Background: an optimization exercise with open tools, aiming at small area, a short achievable clock period and few clock cycles. Do not read the settings as production practice. At most, simulation tests tie the RTL to the original design; equivalence was not proved. Only the layout flow was run in runs 1 and 2; the RTL was not checked for function there. Power figures rest on the tool's default switching activity, not on a simulated workload.

File: flow/standard.sh
#!/bin/bash
# synth_recipe.tcl (not shown) runs the flow's synth.tcl, then flattens the netlist and writes it again
# the make line also repeats each setting of config.mk as NAME=value (left out here)
make -C /OpenROAD-flow-scripts/flow DESIGN_CONFIG=/design/flow/config.mk WORK_HOME=/design/flow/orfs CLKGATE_MAP_FILE= SYNTH_SCRIPT=/design/flow/synth_recipe.tcl "${@:-finish}"
File: flow/design.v
module upb (
    input  wire        clk,
    input  wire        rst,           
    input  wire        cmd_valid,
    output wire        cmd_ready,
    input  wire [39:0] cmd,
    output wire [31:0] res,
    output wire [3:0]  flt,
    output wire [1:0]  st,
    output wire        tx_valid,
    output wire [7:0]  tx_data,
    input  wire        rx_valid,
    output wire        rx_ready,
    input  wire [7:0]  rx_data,
    output wire [23:0] mem_addr,
    input  wire [7:0]  mem_rdata
);
    localparam [7:0] OP_NOP     = 8'h00, OP_RESET   = 8'h01, OP_RDR     = 8'h02,
                     OP_RXFLUSH = 8'h03, OP_TXRAW   = 8'h04, OP_RXGET   = 8'h05,
                     OP_LSEED   = 8'h10, OP_LSTEP   = 8'h11, OP_LTX     = 8'h12,
                     OP_LCHK    = 8'h13, OP_SCLR    = 8'h20, OP_SADD    = 8'h21,
                     OP_SIMG    = 8'h22, OP_SMARK   = 8'h23, OP_STEST   = 8'h24,
                     OP_LRCCLR  = 8'h28, OP_LRCXOR  = 8'h29, OP_ENCWORD = 8'h30,
                     OP_ENCMEM  = 8'h31, OP_FSYNC   = 8'h40, OP_FBYTE   = 8'h41,
                     OP_FFIELD  = 8'h42, OP_PCLR    = 8'h50, OP_PPTR    = 8'h51,
                     OP_PLEN    = 8'h52, OP_PDEL    = 8'h53, OP_SSTART  = 8'h58;
    localparam [1:0] ST_IDLE = 2'd0, ST_RUN = 2'd1, ST_SUCCESS = 2'd2, ST_ABORTED = 2'd3;
    localparam [2:0] PH_NONE = 3'd0, PH_SSYNC = 3'd1, PH_CSYNC = 3'd2, PH_HDR = 3'd3,
                     PH_PAY = 3'd4, PH_ACK = 3'd5, PH_NEXT = 3'd6;
    localparam [2:0] R_NONE = 3'd0, R_MISSSYNC = 3'd1, R_COGMIS = 3'd2, R_CKSUM = 3'd3;
    reg         rs_q;                 
    reg         rc_q;                 
    reg         rdy;                  
    reg         pre;                  
    reg         db;                   
    reg         pb;                   
    reg         gq;                   
    reg         fst;                  
    reg         kr;                   
    reg         ar;                   
    reg         rg;                   
    reg  [39:0] cq;                   
    reg  [2:0]  xsub;                 
    reg         oq, hz;               
    reg  [3:0]  hk;                   
    reg  [2:0]  ld;                   
    reg         rx_e0;                
    reg         oacc;                 
    reg  [31:0] res_q;
    reg  [3:0]  flt_q;
    reg  [1:0]  st_q;
    reg  [7:0]  lfsr, sum, lrc;
    reg  [191:0] rptr;                
    reg  [175:0] rlen;                
    reg  [2:0]  rp;                   
    reg  [2:0]  rq;                   
    reg  [3:0]  clr;                  
    reg  [7:0]  pv;                   
    reg  [2:0]  sq;                   
    reg         sf;                   
    reg         sp;                   
    reg  [3:0]  ek;                   
    reg  [2:0]  reason;
    reg  [3:0]  n_q, cog, scan;
    reg         mk;
    reg  [19:2] base_q;               
    reg  [16:2] off_q;
    reg  [9:2]  chunk_q;
    wire [19:0] base  = {base_q, 2'b00};
    wire [16:0] off   = {off_q, 2'b00};
    wire [9:0]  chunk = {chunk_q, 2'b00};
    reg  [1:0]  flags;
    reg  [7:0]  ackb0, ackb1, ackb2;
    reg  [1:0]  ackn;
    reg  [15:0] paddr;                
    reg         p16, phi;             
    reg  [16:0] rdcnt;                
    reg         rdz;                  
    reg         v1, v2;               
    reg  [7:0]  f0, f1;               
    reg  [1:0]  fo;                   
    reg         pm;                   
    reg         stf;                  
    reg         txv;
    reg  [7:0]  txd;
    reg  [31:0] rxq;
    reg  [1:0]  rx_rd, rx_wr;
    reg  [3:0]  rx_t;                 
    reg         rxr;
    assign cmd_ready = rdy;
    assign res       = res_q;
    assign flt       = flt_q;
    assign st        = st_q;
    assign tx_valid  = txv;
    assign tx_data   = txd;
    assign rx_ready  = rxr;
    assign mem_addr  = {8'd0, paddr};
    function [7:0] lfsr_next(input [7:0] s);
        lfsr_next = {s[6:0], s[7] ^ s[5] ^ s[4] ^ s[1]};
    endfunction
    function [7:0] enc_d(input [2:0] g);
        enc_d = 8'h92 | {1'b0, g[2], 2'b00, g[1], 2'b00, g[0]};
    endfunction
    function [7:0] enc_f(input [1:0] g);
        enc_f = 8'hF2 | {4'b0000, g[1], 2'b00, g[0]};
    endfunction
    function [3:0] next_valid(input [3:0] k, input [7:0] v);
        integer i;
        begin
            next_valid = 4'd0;
            for (i = 8; i >= 1; i = i - 1)
                if (i >= k && v[i-1])
                    next_valid = i[3:0];
        end
    endfunction
    wire [7:0]  i_op  = cq[39:32];
    wire [31:0] i_arg = cq[31:0];
    wire        iz31_8 = (i_arg[31:8] == 24'd0);
    wire        iz7_4  = (i_arg[7:4] == 4'd0);
    wire        iz3_2  = (i_arg[3:2] == 2'd0);
    wire        iz31_0 = iz31_8 && iz7_4 && iz3_2 && (i_arg[1:0] == 2'd0);
    wire [3:0]  i_clo  = i_arg[3:0];
    wire [3:0]  i_cp   = i_arg[27:24];
    wire        i_clo_ok = (i_clo >= 4'd1) && (i_clo <= 4'd8);
    wire        i_cp_ok  = (i_cp  >= 4'd1) && (i_cp  <= 4'd8);
    wire [7:0]  i_ra = i_arg[7:0];
    wire        i_rdr_ok = ((i_ra[7:4] == 4'h1) && i_clo_ok) || ((i_ra[7:4] == 4'h2) && i_clo_ok) ||
                           ((i_ra[7:4] == 4'h0) && (i_ra[3:0] <= 4'hA) && (i_ra[3:0] != 4'h5));
    wire i_cA = (i_op == OP_NOP) || (i_op == OP_RESET) || (i_op == OP_RXFLUSH) || (i_op == OP_RXGET) ||
                (i_op == OP_LSTEP) || (i_op == OP_LTX) || (i_op == OP_LCHK) || (i_op == OP_SCLR) ||
                (i_op == OP_STEST) || (i_op == OP_LRCCLR) || (i_op == OP_PCLR);
    wire i_cB = (i_op == OP_RDR) || (i_op == OP_TXRAW) || (i_op == OP_LSEED) || (i_op == OP_SADD) ||
                (i_op == OP_LRCXOR) || (i_op == OP_FSYNC) || (i_op == OP_FBYTE);
    wire i_cC = (i_op == OP_SIMG) || (i_op == OP_PDEL);
    wire i_cF = (i_op == OP_ENCWORD) || (i_op == OP_FFIELD);
    wire i_cH = (i_op == OP_PPTR) || (i_op == OP_PLEN);
    wire [7:0] i_kq = {i_cH && (i_arg[31:28] == 4'd0),
                       (i_op == OP_ENCMEM) && (i_arg[31:24] == 8'd0),
                       i_cF,
                       (i_op == OP_SSTART) && iz31_8 && iz7_4 && iz3_2,
                       (i_op == OP_SMARK) && iz31_8 && iz7_4 && iz3_2 && !i_arg[1],
                       i_cC && iz31_8 && iz7_4,
                       i_cB && iz31_8,
                       i_cA && iz31_0};
    wire [7:0] i_pvr = {pv[6:0], pv[7]};
    wire i_rg1 = ((i_op == OP_RDR) && !i_rdr_ok) ||
                 ((i_op == OP_SIMG) && (!i_clo_ok || !i_pvr[i_clo[2:0]])) ||
                 ((i_op == OP_PDEL) && !i_clo_ok);
    wire i_rg2 = ((i_op == OP_ENCMEM) && ((i_arg[1:0] != 2'b00) || (i_arg[23:16] != 8'd0))) ||
                 ((i_op == OP_PPTR) && !i_cp_ok) ||
                 ((i_op == OP_PLEN) && (!i_cp_ok || (i_arg[1:0] != 2'b00))) ||
                 ((i_op == OP_SSTART) && (pv == 8'd0));
    wire i_arun  = (i_op == OP_NOP) || (i_op == OP_RESET) || (i_op == OP_RDR);
    wire i_reset = (i_op == OP_RESET) && iz31_0;
    wire [7:0]  op   = cq[39:32];
    wire [31:0] arg  = cq[31:0];
    wire [2:0]  c_lo = arg[2:0];      
    wire [2:0]  c_p  = arg[26:24];
    wire is_rdr    = (op == OP_RDR);
    wire is_flush  = (op == OP_RXFLUSH);
    wire is_txraw  = (op == OP_TXRAW);
    wire is_rxget  = (op == OP_RXGET);
    wire is_lseed  = (op == OP_LSEED);
    wire is_lstep  = (op == OP_LSTEP);
    wire is_ltx    = (op == OP_LTX);
    wire is_lchk   = (op == OP_LCHK);
    wire is_sclr   = (op == OP_SCLR);
    wire is_sadd   = (op == OP_SADD);
    wire is_simg   = (op == OP_SIMG);
    wire is_smark  = (op == OP_SMARK);
    wire is_stest  = (op == OP_STEST);
    wire is_lrcclr = (op == OP_LRCCLR);
    wire is_lrcxor = (op == OP_LRCXOR);
    wire is_encw   = (op == OP_ENCWORD);
    wire is_encm   = (op == OP_ENCMEM);
    wire is_fsync  = (op == OP_FSYNC);
    wire is_fbyte  = (op == OP_FBYTE);
    wire is_ffield = (op == OP_FFIELD);
    wire is_pclr   = (op == OP_PCLR);
    wire is_pptr   = (op == OP_PPTR);
    wire is_plen   = (op == OP_PLEN);
    wire is_pdel   = (op == OP_PDEL);
    wire is_sstart = (op == OP_SSTART);
    wire is_enc    = is_encw | is_encm;
    wire [7:0] ra = arg[7:0];
    wire ra_ptr = (ra[7:4] == 4'h1);
    wire ra_len = (ra[7:4] == 4'h2);
    wire f_busy = kr && (st_q == ST_RUN) && !ar;
    wire fault  = !kr || f_busy || rg;
    wire fq     = gq && fst && fault;
    wire go     = gq && !(fst && fault);
    wire first  = go && fst;
    wire [23:0] hp = rptr[23:0];      
    wire [21:0] hl = rlen[21:0];      
    wire        rclr   = (clr != 4'd0);
    wire        at_plo = !rclr && (rp == c_lo);
    wire        at_llo = !rclr && (rq == c_lo);
    wire [17:0] oob_s = {1'b0, p16, paddr} + {1'b0, hl[14:0], 2'b00};
    wire        oob   = phi || (hl[21:15] != 7'd0) || oob_s[17] || (oob_s[16] && (oob_s[15:0] != 16'd0));
    wire [16:0] hlen  = {hl[14:0], 2'b00};
    wire        hlz   = (hl[14:0] == 15'd0);
    wire        seq_run  = (st_q == ST_RUN);
    wire [3:0]  nv_scan  = next_valid(scan, pv);
    wire [3:0]  nv_after = (cog == 4'd8) ? 4'd0 : next_valid(cog + 4'd1, pv);
    wire [10:0] hadd_hi  = base[19:9] + {3'd0, off[16:9]};
    wire [19:0] haddr    = {hadd_hi, base[8:0]};
    reg  [7:0]  hdr_b;
    always @* begin
        case (ek[2:0])
            3'd0: hdr_b = {4'd0, cog};
            3'd1: hdr_b = mk ? 8'hFF : {4'd0, haddr[19:16]};
            3'd2: hdr_b = mk ? 8'hFF : haddr[15:8];
            3'd3: hdr_b = mk ? 8'hFE : haddr[7:0];
            3'd4: hdr_b = 8'd0;
            3'd5: hdr_b = 8'd0;
            3'd6: hdr_b = {6'd0, chunk[9:8]};
            default: hdr_b = chunk[7:0];
        endcase
    end
    wire       rx_have = rx_t[0];
    reg  [7:0] rx_head;
    always @* begin
        case (rx_rd)
            2'd0: rx_head = rxq[7:0];
            2'd1: rx_head = rxq[15:8];
            2'd2: rx_head = rxq[23:16];
            default: rx_head = rxq[31:24];
        endcase
    end
    wire rx_push = rx_valid && rxr;
    wire s_emit = seq_run && !sf && (sq == PH_SSYNC || sq == PH_CSYNC || sq == PH_HDR);
    reg  [3:0] h_n;                   
    reg  [7:0] h_b;
    reg        h_ff;                  
    always @* begin
        h_n  = 4'd0;
        h_b  = arg[7:0];
        h_ff = 1'b0;
        if (is_txraw) h_n = 4'd1;
        if (is_ltx)   begin h_n = 4'd1; h_b = {7'h7F, lfsr[0]}; end
        if (is_fsync) begin h_n = 4'd2; h_b = (hk[0] == 1'b0) ? 8'hFF : arg[7:0]; end
        if (is_fbyte) begin h_n = 4'd1; h_ff = (arg[7:0] == 8'hFF); end
        if (is_ffield) begin
            h_n = 4'd4;
            case (hk[1:0])
                2'd0: h_b = arg[31:24];
                2'd1: h_b = arg[23:16];
                2'd2: h_b = arg[15:8];
                default: h_b = arg[7:0];
            endcase
            h_ff = (h_b == 8'hFF);
        end
        if (is_enc) begin
            h_n = 4'd11;
            case (hk)
                4'd0:  h_b = enc_d(arg[2:0]);
                4'd1:  h_b = enc_d(arg[5:3]);
                4'd2:  h_b = enc_d(arg[8:6]);
                4'd3:  h_b = enc_d(arg[11:9]);
                4'd4:  h_b = enc_d(arg[14:12]);
                4'd5:  h_b = enc_d(arg[17:15]);
                4'd6:  h_b = enc_d(arg[20:18]);
                4'd7:  h_b = enc_d(arg[23:21]);
                4'd8:  h_b = enc_d(arg[26:24]);
                4'd9:  h_b = enc_d(arg[29:27]);
                default: h_b = enc_f(arg[31:30]);
            endcase
        end
    end
    reg [2:0] enc_need;
    always @* begin
        case (hk)
            4'd0, 4'd1:       enc_need = 3'd1;
            4'd2, 4'd3, 4'd4: enc_need = 3'd2;
            4'd5, 4'd6, 4'd7: enc_need = 3'd3;
            default:          enc_need = 3'd4;
        endcase
    end
    wire h_avail = !is_encm || (ld >= enc_need);
    wire h_emit  = go && (h_n != 4'd0) && (hk != h_n) && h_avail;
    wire        pop    = (fo != 2'd0) && (pm || (sp && !stf));
    wire        f0ff   = (f0 == 8'hFF);
    wire        popff  = sp && pop && f0ff;
    wire [2:0]  m_now  = {1'b0, fo} + {2'd0, v2} + {2'd0, v1};
    wire        m_mode = pm || sp;
    wire        m_room = m_mode ? ((m_now < 3'd3) || ((m_now == 3'd3) && pop))
                                : ((m_now < 3'd2) || ((m_now == 3'd2) && pop));
    wire        issue  = !rdz && !popff && m_room;
    wire        drain  = rdz && !v1 && !v2 && ((fo == 2'd0) || (fo == 2'd1 && pop));
    reg         s_v;
    reg  [7:0]  s_b;
    reg         s_f;                  
    always @* begin
        s_v = 1'b0;
        s_b = f0;
        s_f = 1'b0;
        if (sp) begin
            s_v = (fo != 2'd0);
            s_f = f0ff;
        end else if (s_emit) begin
            s_v = 1'b1;
            case (sq)
                PH_SSYNC: s_b = ek[0] ? {4'd0, n_q} : 8'hFF;
                PH_CSYNC: s_b = ek[0] ? {4'd0, cog} : 8'hFF;
                default:  begin s_b = hdr_b; s_f = (hdr_b == 8'hFF); end
            endcase
        end
    end
    wire s_acc = s_v && !stf;                  
    wire h_acc = h_emit && !stf;               
    wire e_acc = s_acc || h_acc;
    wire e_ff  = (s_acc && s_f) || (h_acc && h_ff);
    wire h_last  = (hk == h_n - 4'd1);
    wire h_done  = (h_acc && h_last && !h_ff) || ((h_n != 4'd0) && stf && (hk == h_n));
    wire rdr_done = ra_ptr ? at_plo : (ra_len ? at_llo : 1'b1);
    wire [7:0] pvr = {pv[6:0], pv[7]};    
    reg done;
    always @* begin
        done = 1'b0;
        if (fq)
            done = 1'b1;
        else if (go) begin
            if (h_n != 4'd0)
                done = h_done;
            else if (is_rdr)
                done = rdr_done;
            else if (is_pptr)
                done = (rp == c_p);
            else if (is_plen)
                done = (rq == c_p);
            else if (is_simg)
                done = (xsub == 3'd3 && (oq || hz)) || (xsub == 3'd4 && drain);
            else if (is_sstart)
                done = (xsub == 3'd3);
            else
                done = 1'b1;
        end
    end
    wire do_reset = rs_q || rc_q;
    wire flush    = do_reset || (first && is_flush);
    wire x_pop    = first && (is_rxget || is_lchk) && !rx_e0;
    wire lchk_ok  = (rx_head[7:1] == 7'h7F) && (rx_head[0] == lfsr[0]);
    reg [31:0] rdr_val;
    always @* begin
        rdr_val = 32'd0;
        if (ra_ptr)
            rdr_val = {8'd0, hp};
        else if (ra_len)
            rdr_val = {pvr[c_lo], 7'd0, hl, 2'b00};
        else case (ra[3:0])
            4'h0: rdr_val = {9'd0, flags, mk, scan, n_q, cog, reason, sq, st_q};
            4'h1: rdr_val = {28'd0, flt_q};
            4'h2: rdr_val = {24'd0, lfsr};
            4'h3: rdr_val = {24'd0, sum};
            4'h4: rdr_val = {24'd0, lrc};
            4'h6: rdr_val = {12'd0, base};
            4'h7: rdr_val = {15'd0, off};
            4'h8: rdr_val = {22'd0, chunk};
            4'hA: rdr_val = {6'd0, ackn, ackb2, ackb1, ackb0};
            default: rdr_val = 32'd0;
        endcase
    end
    wire [7:0] sum_op = pm ? f0 : (is_smark ? (arg[0] ? 8'hD8 : 8'hEC) : arg[7:0]);
    wire [7:0] sum_nx = sum + sum_op;
    wire [7:0] off_hi1  = off[16:9] + 8'd1;
    wire       len_more = (hlen[16:9] > off[16:9]) || ((hlen[16:9] == off[16:9]) && (hlen[8:0] != 9'd0));
    wire [9:0] len_chk  = (hlen[16:9] == off[16:9]) ? {1'b0, hlen[8:0]} : 10'd512;
    wire [9:0] chunk0   = (hlen[16:9] == 8'd0) ? {1'b0, hlen[8:0]} : 10'd512;
    always @(posedge clk) begin
        rs_q <= rst;
        rc_q <= ((rdy && cmd_valid && pre) || db) && i_reset;
        if (rdy || done || do_reset)
            cq <= cmd;
        pre <= cmd_valid && (done || do_reset || (rdy && !cmd_valid));
        if (rdy || db) begin
            kr    <= (i_kq != 8'd0);
            ar    <= i_arun;
            rg    <= i_rg1 || i_rg2;
        end
        if (rdy) begin
            rx_e0 <= !rx_have;
            xsub  <= 3'd0;
            hk    <= 4'd0;
            ld    <= 3'd0;
            oacc  <= 1'b0;
        end
        fst <= rdy || db;
        if (rst) begin
            rdy <= 1'b0;
            gq  <= 1'b0;
            db  <= 1'b0;
        end else if (do_reset) begin
            rdy <= 1'b1;
            gq  <= 1'b0;
            db  <= 1'b0;
        end else if (rdy) begin
            rdy <= !cmd_valid;
            gq  <= cmd_valid && pre;
            db  <= cmd_valid && !pre;
        end else if (db) begin
            db  <= 1'b0;
            gq  <= 1'b1;
        end else if (done) begin
            rdy <= 1'b1;
            gq  <= 1'b0;
        end
        txv <= !rst && !do_reset && (stf || e_acc);
        txd <= stf ? 8'h00 : (seq_run ? s_b : h_b);
        stf <= !do_reset && e_ff;
        rp <= do_reset ? 3'd1 : rp + 3'd5;
        rq <= do_reset ? 3'd7 : rq + 3'd5;
        rptr <= {((go && is_pptr && rp == c_p) ? arg[23:0] : (rclr ? 24'd0 : hp)), rptr[191:24]};
        rlen <= {((go && is_plen && rq == c_p) ? arg[23:2] : (rclr ? 22'd0 : hl)), rlen[175:22]};
        if (do_reset || (first && is_pclr))
            clr <= 4'd8;
        else if (rclr)
            clr <= clr - 4'd1;
        v2 <= !do_reset && v1;
        if (v1) paddr <= paddr + 16'd1;
        if (issue) begin
            rdcnt <= rdcnt - 17'd1;
            rdz   <= (rdcnt == 17'd1);
        end
        v1 <= !do_reset && issue;
        if (pop) begin
            if (fo == 2'd2) begin
                f0 <= f1;
                if (v2) f1 <= mem_rdata;
            end else if (v2)
                f0 <= mem_rdata;
        end else if (v2) begin
            if (fo == 2'd0) f0 <= mem_rdata;
            else            f1 <= mem_rdata;
        end
        fo <= do_reset ? 2'd0 : fo - {1'b0, pop} + {1'b0, v2};
        pb <= db && rx_push;
        if (rxr) begin
            case (rx_wr)
                2'd0: rxq[7:0]   <= rx_data;
                2'd1: rxq[15:8]  <= rx_data;
                2'd2: rxq[23:16] <= rx_data;
                default: rxq[31:24] <= rx_data;
            endcase
        end
        begin : rxq_ctl
            reg       rpop;
            reg [2:0] ncnt;
            rpop = x_pop || (seq_run && !sf && sq == PH_ACK && rx_have);
            if (flush) begin
                rx_rd  <= rx_wr - {1'b0, pb};
                if (rx_push) rx_wr <= rx_wr + 2'd1;
                rx_t   <= {2'd0, pb && rx_push, pb || rx_push};
            end else begin
                if (rpop) rx_rd <= rx_rd + 2'd1;
                if (rx_push) rx_wr <= rx_wr + 2'd1;
                if (rx_push && !rpop) rx_t <= {rx_t[2:0], 1'b1};
                else if (rpop && !rx_push) rx_t <= {1'b0, rx_t[3:1]};
            end
            rxr <= rst || flush || !(!rpop && (rx_t[3] || (rx_t[2] && rx_push)));
        end
        if (do_reset) begin
            lfsr   <= 8'h50;
            sum    <= 8'd0;
            lrc    <= 8'd0;
            res_q  <= 32'd0;
            flt_q  <= 4'd0;
            pv     <= 8'd0;
            st_q   <= ST_IDLE;
            sq     <= PH_NONE;
            sf     <= 1'b0;
            sp     <= 1'b0;
            pm     <= 1'b0;
            reason <= R_NONE;
            n_q    <= 4'd0;
            cog    <= 4'd0;
            scan   <= 4'd0;
            mk     <= 1'b0;
            base_q  <= 18'd0;
            off_q   <= 15'd0;
            chunk_q <= 8'd0;
            flags  <= 2'd0;
            ackb0  <= 8'd0;
            ackb1  <= 8'd0;
            ackb2  <= 8'd0;
            ackn   <= 2'd0;
            rdz    <= 1'b1;
        end else begin
            if (fq) begin
                if (!kr)         flt_q[0] <= 1'b1;
                else if (f_busy) flt_q[1] <= 1'b1;
                else            flt_q[2] <= 1'b1;
            end
            if (first) begin
                if (is_rxget) res_q <= rx_e0 ? 32'h100 : {24'd0, rx_head};
                if (is_lseed) lfsr <= arg[7:0];
                if (is_lstep) begin res_q <= {31'd0, lfsr[0]}; lfsr <= lfsr_next(lfsr); end
                if (is_ltx)   lfsr <= lfsr_next(lfsr);
                if (is_lchk) begin
                    if (rx_e0)
                        res_q <= 32'd2;
                    else if (lchk_ok) begin
                        res_q <= 32'd1;
                        lfsr  <= lfsr_next(lfsr);
                    end else begin
                        res_q    <= 32'd0;
                        flt_q[3] <= 1'b1;
                    end
                end
                if (is_sclr)   sum <= 8'd0;
                if (is_sadd || is_smark) sum <= sum_nx;
                if (is_stest)  res_q <= {31'd0, (sum == 8'd0)};
                if (is_lrcclr) lrc <= 8'd0;
                if (is_lrcxor) lrc <= lrc ^ arg[7:0];
                if (is_pclr)   pv <= 8'd0;
                if (is_pdel)   pv[c_lo - 3'd1] <= 1'b0;
                if (is_encm) begin
                    paddr <= arg[15:0];
                    rdcnt <= 17'd3;
                    rdz   <= 1'b0;
                    v1    <= 1'b1;
                    pm    <= 1'b1;
                end
            end
            if (go && is_rdr && rdr_done)
                res_q <= rdr_val;
            if (go && is_plen && rq == c_p)
                pv[c_p - 3'd1] <= 1'b1;
            if (h_acc)
                hk <= hk + 4'd1;
            if (pm && is_encm && pop) begin
                case (ld[1:0])
                    2'd0: cq[7:0]   <= f0;
                    2'd1: cq[15:8]  <= f0;
                    2'd2: cq[23:16] <= f0;
                    default: cq[31:24] <= f0;
                endcase
                ld <= ld + 3'd1;
            end
            if (pm && done)
                pm <= 1'b0;
            if (go && is_simg) begin
                case (xsub)
                    3'd0: if (at_plo) begin
                              paddr <= hp[15:0]; p16 <= hp[16]; phi <= (hp[23:17] != 7'd0);
                              xsub  <= 3'd1;
                          end
                    3'd1: xsub <= 3'd2;
                    3'd2: begin
                              oq    <= oob;
                              hz    <= hlz;
                              rdcnt <= hlen;
                              xsub  <= 3'd3;
                          end
                    3'd3: begin
                              if (oq) flt_q[2] <= 1'b1;
                              else if (!hz) begin
                                  rdz   <= 1'b0;
                                  pm    <= 1'b1;
                                  xsub  <= 3'd4;
                              end
                          end
                    default: if (pop) sum <= sum_nx;
                endcase
            end
            if (go && is_sstart) begin
                case (xsub)
                    3'd0: if (!rclr) begin
                              paddr <= hp[15:0]; p16 <= hp[16]; phi <= (hp[23:17] != 7'd0);
                              xsub  <= 3'd1;
                          end
                    3'd1: xsub <= 3'd2;
                    3'd2: begin
                        xsub <= (hk == 4'd7) ? 3'd3 : 3'd0;
                        hk   <= hk + 4'd1;
                        oacc <= oacc || (pvr[rq] && oob);
                    end
                    default: begin
                            if (oacc)
                                flt_q[2] <= 1'b1;
                            else begin
                                st_q   <= ST_RUN;
                                sq     <= PH_SSYNC;
                                sf     <= 1'b0;
                                ek     <= 4'd0;
                                reason <= R_NONE;
                                n_q    <= {3'd0, pv[0]} + {3'd0, pv[1]} + {3'd0, pv[2]} + {3'd0, pv[3]} +
                                          {3'd0, pv[4]} + {3'd0, pv[5]} + {3'd0, pv[6]} + {3'd0, pv[7]};
                                cog    <= 4'd0;
                                scan   <= 4'd1;
                                mk     <= 1'b0;
                                base_q  <= 18'd0;
                                off_q   <= 15'd0;
                                chunk_q <= 8'd0;
                                ackn   <= 2'd0;
                                ackb0  <= 8'd0;
                                ackb1  <= 8'd0;
                                ackb2  <= 8'd0;
                                lrc    <= 8'd0;
                                flags  <= arg[1:0];
                            end
                    end
                endcase
            end
            if (seq_run) begin
                if (sf) begin
                    if (sq == PH_CSYNC) begin
                        case (ek[1:0])
                            2'd0: if (rp == cog[2:0]) begin
                                      paddr <= hp[15:0];
                                      ek    <= 4'd1;
                                  end
                            2'd1: ek <= 4'd2;
                            default: begin
                                off_q <= 15'd0;
                                mk    <= hlz;
                                chunk_q <= chunk0[9:2];
                                rdcnt <= {7'd0, chunk0};
                                rdz   <= hlz;
                                lrc   <= 8'd0;
                                sq    <= PH_HDR;
                                sf    <= 1'b0;
                                ek    <= 4'd0;
                            end
                        endcase
                    end else begin
                        if (rq == cog[2:0]) begin
                            mk    <= !len_more;
                            chunk_q <= len_more ? len_chk[9:2] : 8'd0;
                            rdcnt <= {7'd0, len_chk};
                            rdz   <= !len_more;
                            lrc   <= 8'd0;
                            sq    <= PH_HDR;
                            sf    <= 1'b0;
                            ek    <= 4'd0;
                        end
                    end
                end else begin
                    case (sq)
                        PH_SSYNC: if (s_acc) begin
                            if (ek[0]) begin sq <= PH_CSYNC; ek <= 4'd0; end
                            else ek <= 4'd1;
                        end
                        PH_CSYNC: if (s_acc) begin
                            if (ek[0]) begin sf <= 1'b1; ek <= 4'd0; end
                            else begin cog <= nv_scan; ek <= 4'd1; end
                        end
                        PH_HDR: begin
                            if ((s_acc && ek == 4'd7 && !s_f) || (stf && ek == 4'd8)) begin
                                ackn <= 2'd0;
                                ek   <= 4'd0;
                                sq   <= mk ? PH_ACK : PH_PAY;
                                sp   <= !mk;
                            end else if (s_acc)
                                ek <= ek + 4'd1;
                        end
                        PH_PAY: begin
                            if (pop) lrc <= lrc ^ f0;
                            if (drain && !popff) begin
                                sq <= PH_ACK;
                                sp <= 1'b0;
                            end
                        end
                        PH_ACK: if (rx_have) begin
                            case (ackn)
                                2'd0: ackb0 <= rx_head;
                                2'd1: ackb1 <= rx_head;
                                default: ackb2 <= rx_head;
                            endcase
                            ackn <= ackn + 2'd1;
                            if (!mk && ackn == 2'd2) begin
                                if (ackb0 != 8'hFF) begin
                                    st_q <= ST_ABORTED; sq <= PH_NONE; reason <= R_MISSSYNC;
                                end else if (ackb1 != {4'd0, cog}) begin
                                    st_q <= ST_ABORTED; sq <= PH_NONE; reason <= R_COGMIS;
                                end else if (rx_head != lrc) begin
                                    st_q <= ST_ABORTED; sq <= PH_NONE; reason <= R_CKSUM;
                                end else if (chunk[9]) begin
                                    off_q <= {off_hi1, 7'd0};
                                    sf  <= 1'b1;
                                end else begin
                                    off_q <= {off_q[16:9], chunk_q[8:2]};
                                    mk    <= 1'b1;
                                    chunk_q <= 8'd0;
                                    lrc   <= 8'd0;
                                    sq    <= PH_HDR;
                                    ek    <= 4'd0;
                                end
                            end else if (mk && ackn == 2'd1) begin
                                if (ackb0 != 8'hFF) begin
                                    st_q <= ST_ABORTED; sq <= PH_NONE; reason <= R_MISSSYNC;
                                end else if (rx_head != {4'd0, cog}) begin
                                    st_q <= ST_ABORTED; sq <= PH_NONE; reason <= R_COGMIS;
                                end else
                                    sq <= PH_NEXT;
                            end
                        end
                        PH_NEXT: begin
                            base_q <= base_q + {3'd0, off_q};
                            scan <= cog + 4'd1;
                            mk   <= 1'b0;
                            ek   <= 4'd0;
                            if (nv_after != 4'd0)
                                sq <= PH_CSYNC;
                            else begin
                                st_q <= ST_SUCCESS;
                                sq   <= PH_NONE;
                            end
                        end
                        default: ;
                    endcase
                end
            end
        end
    end
endmodule
File: flow/flow/run.sh
#!/bin/bash
set -euo pipefail
bash standard.sh SETUP_SLACK_MARGIN=8.5 finish > standard_make.log 2>&1
File: flow/config.mk
export PLATFORM = sky130hd
export DESIGN_NAME = upb
export DESIGN_NICKNAME = upb
export VERILOG_FILES = /design/flow/design.v
export SDC_FILE = /design/flow/constraint.sdc
export NUM_CORES = 4
export LEC_CHECK = 0
export ABC_CLOCK_PERIOD_IN_PS = 3000
export CAP_MARGIN = 20
export CORE_MARGIN = 2
export CORE_UTILIZATION = 45
export CTS_CLUSTER_DIAMETER = 90
export CTS_CLUSTER_SIZE = 24
export SLEW_MARGIN = 20
File: flow/constraint.sdc
create_clock -name core_clock -period 12.0 [get_ports {clk}]
set_input_delay 2.4000 -clock core_clock [delete_from_list [all_inputs] [get_ports {clk}]]
set_output_delay 2.4000 -clock core_clock [all_outputs]
set_load 0.01 [all_outputs]
==> summary.txt, run 1 <==
status no timing/DRC/antenna violations; Remaining DRCs 0; total power 4490 uW; FFs w/ async S/R, synth 0%; dpl hpwl 84800 um; Max Slew Vio Count 0; min-delay worst type reg -> reg; Setup crit start kind flop; First DRT Iteration DRCs between 3000 and 4000; Syn Std Cell Area around 31000 um^2; Root Driver clkbuf_16; Net Sw Power between 1000 and 1500 uW; DR WL/cell around 27 um; Worst-Skew Late Latency approximately 0.65 ns; internal power 3270 uW; number of synthesized register bits slightly above 700; GPL Wtd Cong between 1 and 1.5; Antenna Nets Post-Route 0; row count 95; final-layout fill cell count between 6000 and 7000; multi-input logic area 15100 um^2; register area approximately 15000 um^2; hold_buf cts 0; RSZ-0062 raised after global routing true; Slowest-stage cell, CP dfxtp_4; I/O pin count around 130; Syn Area/Cell 9.12 um^2; vias about 27000; critical path cell sequence buf_6; I/O Buffers roughly 120; EDFF count, synth 74; final worst-path cycle share 29.9%; total routed wirelength between 100000 and 150000 um; clock-pin transition on the worst setup and hold timing paths about 0.11 ns; nets between 3000 and 4000; Worst-Margin Slew 1.08 ns; drt first pass iters 10; die height ~270 um; Inserted Clock Buffers 40; initial antenna violation count 2; endpoints failing hold 0; vias in the first global route 25600; sequential fraction of the synthesis area 48.6%; Worst Setup End Kind output port; final setup violating endpoints 0; Total Neg Setup Slack 0 ns; clock group share of total power 34.5%; crit-path max FO 2; GR Overflow Total 0; critical path's largest stage delay 0.42 ns; Worst EP arrival 1.19 ns; Comb pwr share 9.6%; Die X-Extent ~270 um; ratio of cells with drive above 1 in the final layout between 10% and 20%; MaxCap Viol Count 0; worst endpoint required time 9.60 ns; pwr dens between 100 and 150 nW/um^2; H-tree levels 2; clock sink total slightly above 700; max frequency between 200 and 300 MHz; Syn. warnings 1; worst vdd ir 0.000141 V; area of the core 67500 um^2; die area roughly 70000 um^2; count of cell types in the netlist slightly above 90; Sw Ratio between 20% and 30%; Max-slew headroom a little over a quarter; CTS tree yes; minimum clock period about 3.6 ns; Via density between 6 and 7; Cells after Synth around 3400; buffer and inverter count on the worst path 1; Post-Route Skew 0.0443 ns; starting density of the core approximately 46%; area delta synth->final 15.4%; largest net degree at the start of global routing 50; Leak ~0.013 uW; CP top delay family flip-flops; total track usage about a third; Crit Path Category reg -> out; part of the power in registers a little under three fifths; clock buffer depth 3; main flop type after synthesis dfxtp_1; first-pass GRT wire length 170000 um; utilization after layout between 50 and 60%
-- power groups by stage --
stage | logic, uW | registers [uW] | clock network, uW
after floorplan | 249 | 2530 | 0
after global placement | 365 | 2570 | 0
after detailed placement | 374 | 2570 | 0
after CTS | 396 | 2510 | 1580
after global routing | 458 | 2510 | 1660
final | 433 | 2510 | 1550
-- final timing paths --
| kind | start | end | slack [ns] | cells past startpoint |
|---|---|---|---|---|
| setup / recovery | res_q[0]$_SDFFE_PP0P_ | res[0] | 8.41 | 1 |
| hold / removal | rptr[45]$_DFF_P_ | rptr[21]$_DFF_P_ | 0.31 | 0 |
| setup reg to reg | cq[39]$_DFFE_PN_ | sum[7]$_SDFF_PP0_ | 8.51 | 14 |
| hold reg to reg | rptr[45]$_DFF_P_ | rptr[21]$_DFF_P_ | 0.31 | 0 |
-- placed cells by master, fill, tap and decap left out, types with 15 or more instances in the layout --
cell / synthesis / layout
o21ai_0: 208 / 200
a211oi_1: 41 / 37
dfxtp_2: 0 / 22
nand2b_1: 25 / 25
a222oi_1: 21 / 21
mux2_2: 23 / 17
a31oi_1: 74 / 73
o211ai_1: 33 / 33
a221oi_1: 15 / 15
buf_6: 2 / 58
nor4_1: 39 / 30
a22o_1: 18 / 18
xor2_1: 48 / 48
clkbuf_16: 0 / 41
nand4_1: 29 / 29
mux2i_1: 51 / 50
nor2b_1: 27 / 26
a21o_1: 22 / 21
ha_1: 107 / 95
o22ai_1: 42 / 40
dfxtp_4: 0 / 41
and3_1: 31 / 30
or3_1: 21 / 18
edfxtp_1: 74 / 74
o21ai_1: 29 / 34
nor3_1: 78 / 71
clkdlybuf4s50_1: 0 / 59
buf_4: 15 / 155
nor2_1: 297 / 289
dfxtp_1: 638 / 575
a21oi_1: 234 / 228
a22oi_1: 48 / 48
nand2_1: 374 / 371
xnor2_1: 65 / 65
inv_1: 116 / 114
and2_1: 21 / 21
nand3_1: 68 / 66
-- flip-flops by register name, summed over array words and instances (netlist names), 8 cells and up, named ones only --
register,flops
rxq,32
chunk_q,8
rdcnt,17
rptr,192
off_q,15
pv,8
lrc,8
cq,40
res_q,27
txd,8
base_q,18
sum,8
paddr,16
ackb1,8
lfsr,8
rlen,176
f1,8
f0,8
ackb0,8
ackb2,8
-- logic make-up (layout without fill, tap and decap cells) --
family          Yosys count  after routing  synth area share, %
simple gates           1084           1085                 16.6
compound gates          935            935                 19.4
flops                   712            712                 48.6
buf+inv                 344            458                 4.46
fa+ha+maj               116            116                 4.92
xor+xnor                113            113                 3.21
mux                      78             78                 2.79
other cells               1             15               0.0122
-- what timing repair did --
action,in CTS,in global routing
hold endpoints to repair,0,0
gates resized for setup,448,83
buffers inserted,65,38
cloned,1,2
pin swaps,12,19
endpoints found under the setup margin,253,201
-- per-stage QoR --
step	worst slack, ns	hold slack [ns]	std cells	cell area, um^2
floorplan	8.52	0.310	3395	30900
global route	8.38	0.330	4383	35600
finish	8.41	0.305	4385	35600
global placement	7.72	0.310	4216	32700
detailed placement	7.66	0.312	4216	32700
CTS	8.39	0.326	4343	35000
-- cell type report --
class / instances / share of cell area (%)
Sequential cell: 712 / 42.6
Multi-Input combinational cell: 2340 / 42.4
Timing Repair Buffer: 279 / 6.96
Tap cell: 873 / 3.07
Clock buffer: 44 / 2.88
Inverter: 118 / 1.28
Clock inverter: 17 / 0.770
Antenna cell: 2 / 0.0141
-- Yosys cell counts, drive strengths merged, types with 22 or more instances --
cell	number	area share (%)
nor2b	27	0.55
o211ai	34	0.84
o22ai	42	0.85
nand2b	25	0.51
nand3	68	1.1
clkbuf	179	2.2
a21o	22	0.54
nand2	374	4.6
a21oi	235	3.8
nor3	79	1.3
a211oi	41	1.0
xor2	48	1.4
nor2	297	3.6
and2	25	0.51
dfxtp	638	41
nor4	43	0.98
mux2	23	0.84
xnor2	65	1.8
nand4	29	0.59
ha	107	4.3
and3	31	0.63
mux2i	51	1.7
buf	47	0.85
a22oi	48	1.2
o21ai	237	3.8
a31oi	74	1.5
inv	116	1.4
edfxtp	74	7.2
-- per-layer routing --
metal	global-route usage (%)	share of wire [%]
met5	0	0
met4	12.9	4.8
met3	5.39	8.6
met2	49.9	44
met1	45.1	43
==> run 2: changes to the inputs <==
--- a/flow/design.v
+++ b/flow/design.v
@@ -42,8 +42,6 @@
     reg  [39:0] cq;                   
     reg  [2:0]  xsub;                 
     reg         oq, hz;               
-    reg  [3:0]  hk;                   
-    reg  [2:0]  ld;                   
     reg         rx_e0;                
     reg         oacc;                 
     reg  [31:0] res_q;
@@ -200,7 +198,6 @@
     wire [16:0] hlen  = {hl[14:0], 2'b00};
     wire        hlz   = (hl[14:0] == 15'd0);
     wire        seq_run  = (st_q == ST_RUN);
-    wire [3:0]  nv_scan  = next_valid(scan, pv);
     wire [3:0]  nv_after = (cog == 4'd8) ? 4'd0 : next_valid(cog + 4'd1, pv);
     wire [10:0] hadd_hi  = base[19:9] + {3'd0, off[16:9]};
     wire [19:0] haddr    = {hadd_hi, base[8:0]};
@@ -238,11 +235,11 @@
         h_ff = 1'b0;
         if (is_txraw) h_n = 4'd1;
         if (is_ltx)   begin h_n = 4'd1; h_b = {7'h7F, lfsr[0]}; end
-        if (is_fsync) begin h_n = 4'd2; h_b = (hk[0] == 1'b0) ? 8'hFF : arg[7:0]; end
+        if (is_fsync) begin h_n = 4'd2; h_b = (ek[0] == 1'b0) ? 8'hFF : arg[7:0]; end
         if (is_fbyte) begin h_n = 4'd1; h_ff = (arg[7:0] == 8'hFF); end
         if (is_ffield) begin
             h_n = 4'd4;
-            case (hk[1:0])
+            case (ek[1:0])
                 2'd0: h_b = arg[31:24];
                 2'd1: h_b = arg[23:16];
                 2'd2: h_b = arg[15:8];
@@ -252,7 +249,7 @@
         end
         if (is_enc) begin
             h_n = 4'd11;
-            case (hk)
+            case (ek)
                 4'd0:  h_b = enc_d(arg[2:0]);
                 4'd1:  h_b = enc_d(arg[5:3]);
                 4'd2:  h_b = enc_d(arg[8:6]);
@@ -269,15 +266,15 @@
     end
     reg [2:0] enc_need;
     always @* begin
-        case (hk)
+        case (ek)
             4'd0, 4'd1:       enc_need = 3'd1;
             4'd2, 4'd3, 4'd4: enc_need = 3'd2;
             4'd5, 4'd6, 4'd7: enc_need = 3'd3;
             default:          enc_need = 3'd4;
         endcase
     end
-    wire h_avail = !is_encm || (ld >= enc_need);
-    wire h_emit  = go && (h_n != 4'd0) && (hk != h_n) && h_avail;
+    wire h_avail = !is_encm || (xsub >= enc_need);
+    wire h_emit  = go && (h_n != 4'd0) && (ek != h_n) && h_avail;
     wire        pop    = (fo != 2'd0) && (pm || (sp && !stf));
     wire        f0ff   = (f0 == 8'hFF);
     wire        popff  = sp && pop && f0ff;
@@ -310,8 +307,8 @@
     wire h_acc = h_emit && !stf;               
     wire e_acc = s_acc || h_acc;
     wire e_ff  = (s_acc && s_f) || (h_acc && h_ff);
-    wire h_last  = (hk == h_n - 4'd1);
-    wire h_done  = (h_acc && h_last && !h_ff) || ((h_n != 4'd0) && stf && (hk == h_n));
+    wire h_last  = (ek == h_n - 4'd1);
+    wire h_done  = (h_acc && h_last && !h_ff) || ((h_n != 4'd0) && stf && (ek == h_n));
     wire rdr_done = ra_ptr ? at_plo : (ra_len ? at_llo : 1'b1);
     wire [7:0] pvr = {pv[6:0], pv[7]};    
     reg done;
@@ -380,8 +377,7 @@
         if (rdy) begin
             rx_e0 <= !rx_have;
             xsub  <= 3'd0;
-            hk    <= 4'd0;
-            ld    <= 3'd0;
+            if (!seq_run) ek <= 4'd0;
             oacc  <= 1'b0;
         end
         fst <= rdy || db;
@@ -526,15 +522,15 @@
             if (go && is_plen && rq == c_p)
                 pv[c_p - 3'd1] <= 1'b1;
             if (h_acc)
-                hk <= hk + 4'd1;
+                ek <= ek + 4'd1;
             if (pm && is_encm && pop) begin
-                case (ld[1:0])
+                case (xsub[1:0])
                     2'd0: cq[7:0]   <= f0;
                     2'd1: cq[15:8]  <= f0;
                     2'd2: cq[23:16] <= f0;
                     default: cq[31:24] <= f0;
                 endcase
-                ld <= ld + 3'd1;
+                xsub <= xsub + 3'd1;
             end
             if (pm && done)
                 pm <= 1'b0;
@@ -570,8 +566,8 @@
                           end
                     3'd1: xsub <= 3'd2;
                     3'd2: begin
-                        xsub <= (hk == 4'd7) ? 3'd3 : 3'd0;
-                        hk   <= hk + 4'd1;
+                        xsub <= (ek == 4'd7) ? 3'd3 : 3'd0;
+                        ek   <= ek + 4'd1;
                         oacc <= oacc || (pvr[rq] && oob);
                     end
                     default: begin
@@ -637,12 +633,12 @@
                 end else begin
                     case (sq)
                         PH_SSYNC: if (s_acc) begin
-                            if (ek[0]) begin sq <= PH_CSYNC; ek <= 4'd0; end
+                            if (ek[0]) begin sq <= PH_CSYNC; ek <= 4'd0; cog <= nv_after; end
                             else ek <= 4'd1;
                         end
                         PH_CSYNC: if (s_acc) begin
                             if (ek[0]) begin sf <= 1'b1; ek <= 4'd0; end
-                            else begin cog <= nv_scan; ek <= 4'd1; end
+                            else ek <= 4'd1;
                         end
                         PH_HDR: begin
                             if ((s_acc && ek == 4'd7 && !s_f) || (stf && ek == 4'd8)) begin
@@ -699,8 +695,10 @@
                             scan <= cog + 4'd1;
                             mk   <= 1'b0;
                             ek   <= 4'd0;
-                            if (nv_after != 4'd0)
-                                sq <= PH_CSYNC;
+                            if (nv_after != 4'd0) begin
+                                sq  <= PH_CSYNC;
+                                cog <= nv_after;
+                            end
                             else begin
                                 st_q <= ST_SUCCESS;
                                 sq   <= PH_NONE;
==> summary.txt, run 2 <==
status no timing/DRC/antenna violations (unchanged); clock buffer depth 3 (unchanged); Worst-Margin Slew 1.18 ns (was 1.08 ns); drt first pass iters 10 (unchanged); I/O Buffers 119 (unchanged); CTS tree yes (unchanged); Leak 0.0136 uW (was 0.0133 uW); area delta synth->final 18.0% (was 15.4%); Post-Route Skew 0.0317 ns (was 0.0443 ns); total power 4490 uW (about the same); largest area contributor in the netlist dfxtp_1 (unchanged); count of cell types in the netlist 99 (was 91); GR Overflow Total 0 (unchanged); Cells after Synth 3323 (was 3383); number of synthesized register bits 705 (was 712); ratio of cells with drive above 1 in the final layout 17.3% (was 13.9%); Worst EP arrival 4.34 ns (was 1.19 ns); Inserted Clock Buffers 40 (unchanged); Crit. Startpoint rdz$_SDFF_PP1_ (was res_q[0]$_SDFFE_PP0P_); placed cells 4179 (was 4216); starting density of the core 45.5% (was 45.7%); Crit Reg-Reg Startpoint rdz$_SDFF_PP1_ (was cq[39]$_DFFE_PN_); area of the core 67200 um^2 (was 67500 um^2); MaxCap Viol Count 0 (unchanged); sequential fraction of the synthesis area 48.5% (was 48.6%); DR WL/cell 29.0 um (was 26.8 um); commonest non-fill, non-tap cell in the layout dfxtp_1 (unchanged); Setup crit start kind flop (unchanged); # diodes 0 (was 2); Total Neg Setup Slack 0 ns (unchanged); largest registers rptr: 192 flops, rlen: 176 flops, cq: 40 flops (unchanged); final setup violating endpoints 0 (unchanged); clock sink total 705 (was 712); R2R Setup Slk 8.15 ns (was 8.51 ns); Syn. warnings 1 (unchanged); clock-pin transition on the worst setup and hold timing paths 0.10 ns (was 0.11 ns); commonest cells after routing, fill and taps aside 564 x dfxtp_1, 352 x nand2_1, 246 x nor2_1, 216 x a21oi_1, 196 x buf_4 (was 575 x dfxtp_1, 371 x nand2_1, 289 x nor2_1, 228 x a21oi_1, 200 x o21ai_0); H-tree levels 2 (unchanged); initial antenna violation count 4 (was 2); pwr dens 125 nW/um^2 (was 126 nW/um^2); Max Slew Vio Count 0 (unchanged); worst endpoint required time 12.49 ns (was 9.60 ns); min-delay worst type reg -> reg (unchanged); die height 265 um (was 266 um); critical path cell sequence or4b_2 > a311oi_1 > o22ai_1 > nand3_1 > a21oi_1 > and2_1 > o21a_4 > nor2_8 > nor3_4 > clkbuf_16 > mux2i_1 > o21ai_1 (was buf_6); max reg flops 192 (unchanged); GPL Wtd Cong 0.991 (was 1.05); vias 27600 (was 27300); crit path to cq[12]$_DFF_P_ (was res[0]); largest net degree at the start of global routing 64 (was 50); endpoints failing hold 0 (unchanged); EDFF count, synth 70 (was 74); Crit Path Category reg -> reg (was reg -> out); Synth top area share 41.6% (was 41.4%); Max-slew headroom 21.1% (was 27.1%); worst reg-to-reg path cell count 12 (was 14); synth cell count leaders 635 x dfxtp_1, 357 x nand2_1, 264 x nor2_1 (was 638 x dfxtp_1, 374 x nand2_1, 297 x nor2_1); minimum clock period 3.85 ns (was 3.59 ns); total routed wirelength 127000 um (was 118000 um); Reg with most FFs rptr (unchanged); Syn Std Cell Area 30600 um^2 (was 30800 um^2); total track usage 35.2% (was 32.3%); Die X-Extent 265 um (was 266 um); main flop type after synthesis dfxtp_1 (unchanged); Worst Setup End Kind flop (was output port); Via density 6.30 (was 6.23); max frequency 260 MHz (was 279 MHz); RR Endpoint cq[12]$_DFF_P_ (was sum[7]$_SDFF_PP0_); first-pass GRT wire length 181000 um (was 170000 um); Syn Area/Cell 9.20 um^2 (was 9.12 um^2); Area contributors post-synth dfxtp_1 42%, edfxtp_1 6.9%, nand2_1 4.4%, ha_1 4.3%, a21oi_1 3.7% (was dfxtp_1 41%, edfxtp_1 7.2%, nand2_1 4.6%, ha_1 4.3%, a21oi_1 3.8%); FFs w/ async S/R, synth 0% (unchanged); I/O pin count 133 (unchanged); crit-path max FO 8 (was 2); Fin Hold WS 0.323 ns (was 0.305 ns); Remaining DRCs 0 (unchanged); vias in the first global route 26100 (was 25600); nets 3666 (was 3667); Root Driver clkbuf_16 (unchanged); RSZ-0062 raised after global routing true (unchanged); worst vdd ir 0.000129 V (was 0.000141 V); die area 70000 um^2 (was 70700 um^2); Worst-Skew Late Latency 0.63 ns (was 0.65 ns); Slowest-stage cell, CP a311oi_1 (was dfxtp_4); most common cell in the synthesized netlist dfxtp_1 (unchanged); Antenna Nets Post-Route 0 (unchanged); Non-Filler Instances 4384 (was 4385); First DRT Iteration DRCs 3136 (was 3173); dpl hpwl 91100 um (was 84800 um); final worst-path cycle share 32.1% (was 29.9%); critical path's largest stage delay 0.75 ns (was 0.42 ns); row count 95 (unchanged)
run 2: through the flow:
| stage | area [um^2] | setup WS, ns | utilization (%) |
|---|---|---|---|
| after floorplan | 30700 | 8.20 | - |
| after global placement | 32600 | 7.14 | 48.5 |
| after detailed placement | 32600 | 7.01 | 48.5 |
| after CTS | 35200 | 8.15 | 52.4 |
| after global routing | 36100 | 8.07 | 53.7 |
| final | 36100 | 8.15 | 53.7 |
run 2: critical path: cells and delay by family, from the launching register on:
kind	cells	cell delay (ns)
and+or+nand+nor	5	1.25
AOI/OAI and AO/OA	5	1.50
buffers and inverters	1	0.25
DFF	1	0.56
muxes	1	0.16
run 2: final cells by class:
type	count	area, um^2
Fill cell	6182	31100
Timing Repair Buffer	337	2930
Multi-Input combinational cell	2304	15300
Clock buffer	46	1050
Clock inverter	15	235
Inverter	104	420
Tap cell	873	1090
Sequential cell	705	15000
run 2: kinds of logic after synthesis:
family	count (synthesis)	synth area share (%)
compound gates	908	19.4
xor+xnor	117	3.35
fa+ha+maj	114	4.89
buf+inv	326	4.34
flops	705	48.5
mux	76	2.71
other cells	1	0.0123
simple gates	1076	16.8
run 2: worst min-delay path by stage:
| stage | startpoint | to | slack (ns) | cells after the start |
|---|---|---|---|---|
| floorplan | rlen[22]$_DFF_P_ | rlen[0]$_DFF_P_ | 0.31 | 0 |
| global placement | rlen[91]$_DFF_P_ | rlen[69]$_DFF_P_ | 0.31 | 0 |
| detailed placement | rlen[146]$_DFF_P_ | rlen[124]$_DFF_P_ | 0.31 | 0 |
| CTS | rptr[170]$_DFF_P_ | rptr[146]$_DFF_P_ | 0.33 | 0 |
| global route | rptr[170]$_DFF_P_ | rptr[146]$_DFF_P_ | 0.32 | 0 |
| finish | rptr[170]$_DFF_P_ | rptr[146]$_DFF_P_ | 0.32 | 0 |
run 2: layer usage:
| layer | global-route usage (%) | part of all wire [%] | vias to the layer above |
|---|---|---|---|
| met2 | 54.1 | 43 | 1515 |
| met3 | 5.68 | 8.7 | 331 |
| met1 | 47.7 | 42 | 13500 |
| met4 | 18.5 | 6.4 | 2 |
| li1 | - | - | 12300 |
| met5 | 0 | 0.010 | - |
run 2: power by group:
part	leakage [uW]	switching (uW)	internal, uW
Sequential	0.00583	60.0	2410
Combinational	0.00716	306	176
Clock	0.000622	854	684
Total	0.0136	1220	3270
run 2: what timing repair did:
item / in CTS / in global routing
resized for setup: 453 / 146
gates cloned: 2 / 1
pin swaps: 32 / 42
endpoints found under the setup margin: 246 / 229
buffers inserted: 103 / 38
hold buffers: 0 / 0
==> run 3: changes to the inputs <==
--- a/flow/design.v
+++ b/flow/design.v
@@ -226,19 +226,15 @@
     end
     wire rx_push = rx_valid && rxr;
     wire s_emit = seq_run && !sf && (sq == PH_SSYNC || sq == PH_CSYNC || sq == PH_HDR);
-    reg  [3:0] h_n;                   
     reg  [7:0] h_b;
     reg        h_ff;                  
     always @* begin
-        h_n  = 4'd0;
         h_b  = arg[7:0];
         h_ff = 1'b0;
-        if (is_txraw) h_n = 4'd1;
-        if (is_ltx)   begin h_n = 4'd1; h_b = {7'h7F, lfsr[0]}; end
-        if (is_fsync) begin h_n = 4'd2; h_b = (ek[0] == 1'b0) ? 8'hFF : arg[7:0]; end
-        if (is_fbyte) begin h_n = 4'd1; h_ff = (arg[7:0] == 8'hFF); end
+        if (is_ltx)   h_b = {7'h7F, lfsr[0]};
+        if (is_fsync) h_b = (ek[0] == 1'b0) ? 8'hFF : arg[7:0];
+        if (is_fbyte) h_ff = (arg[7:0] == 8'hFF);
         if (is_ffield) begin
-            h_n = 4'd4;
             case (ek[1:0])
                 2'd0: h_b = arg[31:24];
                 2'd1: h_b = arg[23:16];
@@ -248,7 +244,6 @@
             h_ff = (h_b == 8'hFF);
         end
         if (is_enc) begin
-            h_n = 4'd11;
             case (ek)
                 4'd0:  h_b = enc_d(arg[2:0]);
                 4'd1:  h_b = enc_d(arg[5:3]);
@@ -274,7 +269,9 @@
         endcase
     end
     wire h_avail = !is_encm || (xsub >= enc_need);
-    wire h_emit  = go && (h_n != 4'd0) && (ek != h_n) && h_avail;
+    wire h_cmd   = is_txraw || is_ltx || is_fsync || is_fbyte || is_ffield || is_enc;    
+    wire h_end   = (is_fbyte && ek == 4'd1) || (is_ffield && ek == 4'd4);
+    wire h_emit  = go && h_cmd && !h_end && h_avail;
     wire        pop    = (fo != 2'd0) && (pm || (sp && !stf));
     wire        f0ff   = (f0 == 8'hFF);
     wire        popff  = sp && pop && f0ff;
@@ -307,8 +304,9 @@
     wire h_acc = h_emit && !stf;               
     wire e_acc = s_acc || h_acc;
     wire e_ff  = (s_acc && s_f) || (h_acc && h_ff);
-    wire h_last  = (ek == h_n - 4'd1);
-    wire h_done  = (h_acc && h_last && !h_ff) || ((h_n != 4'd0) && stf && (ek == h_n));
+    wire h_last  = ((is_txraw || is_ltx || is_fbyte) && ek == 4'd0) || (is_fsync && ek == 4'd1) ||
+                   (is_ffield && ek == 4'd3) || (is_enc && ek == 4'd10);
+    wire h_done  = (h_acc && h_last && !h_ff) || (h_end && stf);
     wire rdr_done = ra_ptr ? at_plo : (ra_len ? at_llo : 1'b1);
     wire [7:0] pvr = {pv[6:0], pv[7]};    
     reg done;
@@ -317,7 +315,7 @@
         if (fq)
             done = 1'b1;
         else if (go) begin
-            if (h_n != 4'd0)
+            if (h_cmd)
                 done = h_done;
             else if (is_rdr)
                 done = rdr_done;
==> summary.txt, run 3 <==
status no timing/DRC/antenna violations (unchanged); Worst EP arrival 1.18 ns (was 4.34 ns); register area 15000 um^2 (about the same); Max-slew headroom 18.4% (was 21.1%); Crit Path Category reg -> out (was reg -> reg); area fraction in compound gates after synthesis 19.7% (was 19.4%); R2R Setup Slk 8.50 ns (was 8.15 ns); Worst-Margin Slew 1.22 ns (was 1.18 ns); Via density 6.33 (was 6.30); RSZ-0062 raised after global routing true (unchanged); Worst-Skew Late Latency 0.64 ns (was 0.63 ns); worst endpoint required time 9.60 ns (was 12.49 ns); minimum clock period 3.58 ns (was 3.85 ns); largest registers rptr: 192 flops, rlen: 176 flops, cq: 40 flops (unchanged); pwr dens 129 nW/um^2 (was 125 nW/um^2); Die X-Extent 265 um (about the same); nets 3638 (was 3666); Post-DP Area 32500 um^2 (was 32600 um^2); main flop type after synthesis dfxtp_1 (unchanged); Final Cell Area 35700 um^2 (was 36100 um^2); row count 95 (unchanged); DR WL/cell 28.8 um (was 29.0 um); sequential fraction of the synthesis area 48.3% (was 48.5%); Reg with most FFs rptr (unchanged); hold_buf cts 0 (unchanged); Fin Hold WS 0.325 ns (was 0.323 ns); GPL Wtd Cong 1.01 (was 0.991); max frequency 279 MHz (was 260 MHz); multi-input logic area 15400 um^2 (was 15300 um^2); Syn. warnings 1 (unchanged); final setup violating endpoints 0 (unchanged); Area contributors post-synth dfxtp_1 41%, edfxtp_1 6.9%, nand2_1 4.5%, a21oi_1 4.3%, ha_1 4.2% (was dfxtp_1 42%, edfxtp_1 6.9%, nand2_1 4.4%, ha_1 4.3%, a21oi_1 3.7%); dpl hpwl 91600 um (was 91100 um); I/O pin count 133 (unchanged); min-delay worst type reg -> reg (unchanged); count of cell types in the netlist 105 (was 99); first-pass GRT wire length 180000 um (was 181000 um); MaxCap Viol Count 0 (unchanged); clock-pin transition on the worst setup and hold timing paths 0.09 ns (was 0.10 ns); Remaining DRCs 0 (unchanged); ratio of cells with drive above 1 in the final layout 15.5% (was 17.3%); Post-Route Skew 0.0436 ns (was 0.0317 ns); vias 27600 (about the same); worst vdd ir 0.000127 V (was 0.000129 V); starting density of the core 45.6% (was 45.5%); total routed wirelength 126000 um (was 127000 um); Root Driver clkbuf_16 (unchanged); number of synthesized register bits 705 (unchanged); Total Neg Setup Slack 0 ns (unchanged); synth cell count leaders 635 x dfxtp_1, 367 x nand2_1, 303 x nor2_1 (was 635 x dfxtp_1, 357 x nand2_1, 264 x nor2_1); max reg flops 192 (unchanged); die area 70200 um^2 (was 70000 um^2); Setup crit start kind flop (unchanged); I/O Buffers 119 (unchanged); vias in the first global route 25600 (was 26100); clock sink total 705 (unchanged); most common cell in the synthesized netlist dfxtp_1 (unchanged); largest area contributor in the netlist dfxtp_1 (unchanged); mux contribution to synthesized area 2.36% (was 2.71%); Post-Synth XOR/XNOR Area 3.43% (was 3.35%); Worst Setup End Kind output port (was flop); Cells after Synth 3356 (was 3323); commonest cells after routing, fill and taps aside 562 x dfxtp_1, 363 x nand2_1, 296 x nor2_1, 256 x a21oi_1, 158 x o21ai_0 (was 564 x dfxtp_1, 352 x nand2_1, 246 x nor2_1, 216 x a21oi_1, 196 x buf_4); drt first pass iters 8 (was 10); H-tree levels 2 (unchanged); Max Slew Vio Count 0 (unchanged); CTS tree yes (unchanged); utilization after layout 53.1% (was 53.7%); EDFF count, synth 70 (unchanged); final-layout fill cell count 6171 (was 6182); initial antenna violation count 5 (was 4); Syn Area/Cell 9.13 um^2 (was 9.20 um^2); main combinational cell family by area after synthesis compound AO/OA/AOI/OAI gates (unchanged); Antenna Nets Post-Route 0 (unchanged); die height 265 um (about the same); Synth top area share 41.5% (was 41.6%); endpoints failing hold 0 (unchanged); post-synthesis simple-gate area fraction 17.0% (was 16.8%); area delta synth->final 16.6% (was 18.0%); clock buffer depth 3 (unchanged); GR Overflow Total 0 (unchanged); total track usage 34.8% (was 35.2%); First DRT Iteration DRCs 3647 (was 3136); Synth Area in Adders 4.79% (was 4.89%); final worst-path cycle share 29.9% (was 32.1%); Leak 0.0137 uW (was 0.0136 uW); crit-path max FO 2 (was 8); FFs w/ async S/R, synth 0% (unchanged); commonest non-fill, non-tap cell in the layout dfxtp_1 (unchanged); Syn Std Cell Area 30600 um^2 (about the same); area of the core 67300 um^2 (was 67200 um^2); largest net degree at the start of global routing 55 (was 64); Inserted Clock Buffers 42 (was 40)
run 3: critical path: stages (launching register included):
cell and delay, ns:
dfxtp_2 0.34, buf_12 0.12, buf_6 0.11
run 3: per-stage QoR:
stage	power, uW	instances	setup WS [ns]
after floorplan	2780	3368	8.52
after global placement	2980	4193	7.23
after detailed placement	2990	4193	7.24
after CTS	4570	4323	8.38
after global routing	4730	4359	8.39
final	4600	4361	8.42
run 3: worst paths after layout:
path,end,from,cells after the start
max,cmd_ready,rdy$_SDFF_PP0_,2
min,rptr[30]$_DFF_P_,rptr[54]$_DFF_P_,0
max reg2reg,res_q[4]$_SDFFE_PP0P_,cq[0]$_DFF_P_,13
min reg2reg,rptr[30]$_DFF_P_,rptr[54]$_DFF_P_,0
run 3: layer usage:
metal | vias to the layer above | wire length (um) | GRT usage [%]
met2 | 1532 | 53800 | 52.6
met3 | 307 | 11500 | 5.85
met5 | - | 23 | 0
met1 | 13500 | 53500 | 48.6
li1 | 12200 | - | -
met4 | 4 | 6940 | 15.8
run 3: cell families after synthesis:
group                    Yosys count
other                              1
adder cells (fa/ha/maj)          112
multiplexers                      65
XOR/XNOR                         119
flip-flops                       705
AND/OR/NAND/NOR                 1104
AO/OA/AOI/OAI                    926
buffers and inverters            324
run 3: timing repair:
item                       4_1_cts  5_1_grt
resized for setup              482      110
cloned                           1        0
setup endpoints to repair      233      193
pin swaps                       19       23
setup buffers                   65       36
run 3: power by group:
part           internal [uW]  switching [uW]  leakage (uW)
combinational            190             333       0.00717
clock                    687             900      0.000652
sequential              2410            75.3       0.00584
total                   3290            1310        0.0137
run 3: final cells by class:
cell class	instances	area share, %
multi-input combinational	2340	43.0
sequential	705	42.0
timing repair buffer	278	7.08
tap	873	3.06
clock buffer	45	2.97
inverter	99	1.09
clock inverter	19	0.805
antenna	2	0.0140
Testbench counts of run 3, summed over its fixed seeds: cycles 72,184.
==> run 4: changes to the inputs <==
--- a/flow/config.mk
+++ b/flow/config.mk
@@ -6,9 +6,9 @@
 export NUM_CORES = 4
 export LEC_CHECK = 0
 export ABC_CLOCK_PERIOD_IN_PS = 3000
-export CAP_MARGIN = 20
+export CAP_MARGIN = 5
 export CORE_MARGIN = 2
 export CORE_UTILIZATION = 45
 export CTS_CLUSTER_DIAMETER = 90
 export CTS_CLUSTER_SIZE = 24
-export SLEW_MARGIN = 20
+export SLEW_MARGIN = 5
==> summary.txt, run 4 <==
Total Neg Setup Slack 0 ns (unchanged); minimum clock period 3.69 ns (was 3.58 ns); area delta synth->final 16.9% (was 16.6%); crit-path max FO 48 (was 2); vias in the first global route 25600 (about the same); Crit. Startpoint cq[2]$_DFF_P_ (was rdy$_SDFF_PP0_); First DRT Iteration DRCs 3155 (was 3647); final-layout fill cell count 6245 (was 6171); area of the core 67300 um^2 (unchanged); worst endpoint required time 12.54 ns (was 9.60 ns); worst vdd ir 0.000126 V (was 0.000127 V); Max Slew Vio Count 0 (unchanged); Inserted Clock Buffers 42 (unchanged); Post-Route Skew 0.0279 ns (was 0.0436 ns); endpoints failing hold 0 (unchanged); placed cells 4193 (unchanged); largest area contributor in the netlist dfxtp_1 (unchanged); I/O pin count 133 (unchanged); pwr dens 129 nW/um^2 (about the same); hold_buf cts 0 (unchanged); worst hold start rlen[36]$_DFF_P_ (was rptr[54]$_DFF_P_); register area 15000 um^2 (about the same); synth cell count leaders 635 x dfxtp_1, 367 x nand2_1, 303 x nor2_1 (unchanged); Synth top area share 41.5% (unchanged); main flop type after synthesis dfxtp_1 (unchanged); max frequency 271 MHz (was 279 MHz); Worst Setup End Kind flop (was output port); commonest cells after routing, fill and taps aside 564 x dfxtp_1, 361 x nand2_1, 297 x nor2_1, 255 x a21oi_1, 159 x o21ai_0 (was 562 x dfxtp_1, 363 x nand2_1, 296 x nor2_1, 256 x a21oi_1, 158 x o21ai_0); Non-Filler Instances 4370 (was 4361); Reg with most FFs rptr (unchanged); most common cell in the synthesized netlist dfxtp_1 (unchanged); Setup crit start kind flop (unchanged); clock buffer depth 3 (unchanged); Comb pwr share 11.2% (was 11.4%); Max-slew headroom 10.3% (was 18.4%); multi-input logic area 15300 um^2 (was 15400 um^2); status no timing/DRC/antenna violations (unchanged); critical path cell sequence buf_4 > xnor2_1 > nand4_1 > a221oi_2 > nand2_4 > o21ai_2 > o21ai_1 > o211a_1 (was buf_12 > buf_6); min-delay worst type reg -> reg (unchanged); Worst-Skew Late Latency 0.64 ns (about the same); vias 27500 (was 27600); Cells after Synth 3356 (unchanged); H-tree levels 2 (unchanged); sequential fraction of the synthesis area 48.3% (unchanged); Crit Path Category reg -> reg (was reg -> out); GR Overflow Total 0 (unchanged); first-pass GRT wire length 180000 um (about the same); Antenna Nets Post-Route 0 (unchanged); nets 3648 (was 3638); Worst EP arrival 4.22 ns (was 1.18 ns); starting density of the core 45.6% (unchanged); MaxCap Viol Count 0 (unchanged); FFs w/ async S/R, synth 0% (unchanged); Net Sw Power 1300 uW (was 1310 uW); commonest non-fill, non-tap cell in the layout dfxtp_1 (unchanged); initial antenna violation count 3 (was 5); EDFF count, synth 70 (unchanged); Syn. warnings 1 (unchanged); largest registers rptr: 192 flops, rlen: 176 flops, cq: 40 flops (unchanged); max reg flops 192 (unchanged); RSZ-0062 raised after global routing true (unchanged); die area 70200 um^2 (unchanged); drt first pass iters 9 (was 8); DR WL/cell 28.8 um (about the same); internal power 3330 uW (was 3290 uW); Post-DP Area 32500 um^2 (about the same); Die X-Extent 265 um (unchanged); Root Driver clkbuf_16 (unchanged); Sw Ratio 28.0% (was 28.5%); Final Cell Area 35800 um^2 (was 35700 um^2); CTS tree yes (unchanged)
[run 4: cell counts after synthesis]
No cell type changed its count.
[run 4: area by class of cell]
| type | instances | area share (%) |
|---|---|---|
| Timing Repair Buffer | 288 | 7.33 |
| Tap cell | 873 | 3.05 |
| Inverter | 99 | 1.08 |
| Clock inverter | 18 | 0.936 |
| Multi-Input combinational cell | 2340 | 42.8 |
| Clock buffer | 46 | 2.97 |
| Antenna cell | 1 | 0.00698 |
| Sequential cell | 705 | 41.8 |
[run 4: cell families after synthesis]
group	Yosys count	share of synthesized area [%]
AOI/OAI and AO/OA	926	19.7
other	1	0.0122
xor gates and xnor gates	119	3.43
buffers and inverters	324	4.38
adders and majority gates	112	4.79
muxes	65	2.36
DFF	705	48.3
and+or+nand+nor	1104	17.0
[run 4: path summary, 6_finish.rpt]
kind | cells past startpoint | slack (ns) | end
worst max-delay path | 8 | 8.31 | res_q[4]$_SDFFE_PP0P_
worst max register to register | 8 | 8.31 | res_q[4]$_SDFFE_PP0P_
worst min register to register | 0 | 0.33 | rlen[14]$_DFF_P_
worst min-delay path | 0 | 0.33 | rlen[14]$_DFF_P_
[run 4: power by group through the flow]
stage | registers (uW) | clock network, uW | logic (uW)
after floorplan | 2500 | 0 | 281
after global placement | 2550 | 0 | 433
after detailed placement | 2550 | 0 | 438
after CTS | 2480 | 1650 | 477
after global routing | 2490 | 1740 | 541
final | 2490 | 1620 | 518
[run 4: routing by layer]
layer	wire length, um	global-route usage, %	vias up
met3	10700	5.72	295
met4	6520	15.4	4
met5	31	0	-
li1	-	-	12300
met2	54100	52.5	1496
met1	54300	49.1	13400
[run 4: timing repair]
item | CTS | global route
buffers inserted | 72 | 39
hold endpoints to repair | 0 | 0
pin swaps | 20 | 33
gates cloned | 1 | 0
setup endpoints to repair | 231 | 174
gates resized for setup | 475 | 108
[run 4: stage by stage]
step	utilization, %	hold slack [ns]	setup slack [ns]	total power, uW
global placement	48.3	0.309	7.23	2980
detailed placement	48.3	0.312	7.25	2990
floorplan	-	0.310	8.52	2780
global route	53.3	0.330	8.36	4770
CTS	52.1	0.326	8.39	4610
finish	53.3	0.327	8.31	4630
[run 4: worst max-delay path, delay by kind of cell (launching register included)]
kind,cells,cell delay (ns)
xor+xnor,1,0.18
simple gates,2,0.76
flops,1,0.53
compound gates,4,1.59
buf+inv,1,0.49

separate check: timing with driven ports:
No port has a modelled driver above. Below, the same layouts with a new extraction and two added sets of constraints.
Step 1, drivers: a clkbuf_16 drives clk and a buf_2 each remaining input, both assumed.
Step 2 times the ports against the registers' clock, not the clock port: input delays grow and output delays shrink by t, the midpoint of the rising clock arrivals with the driver on.
Slacks: ideal ports / drivers / drivers and shift; pairs: ideal ports / drivers.
run | shift t [ns] | slack for setup (ns)
run 1 | 0.693 | 8.412 / 8.348 / 7.985
run 2 | 0.675 | 8.149 / 8.149 / 8.056
run 3 | 0.689 | 8.417 / 8.349 / 7.966
run 4 | 0.693 | 8.313 / 8.313 / 7.988
After both steps setup and hold are still met in every run listed.
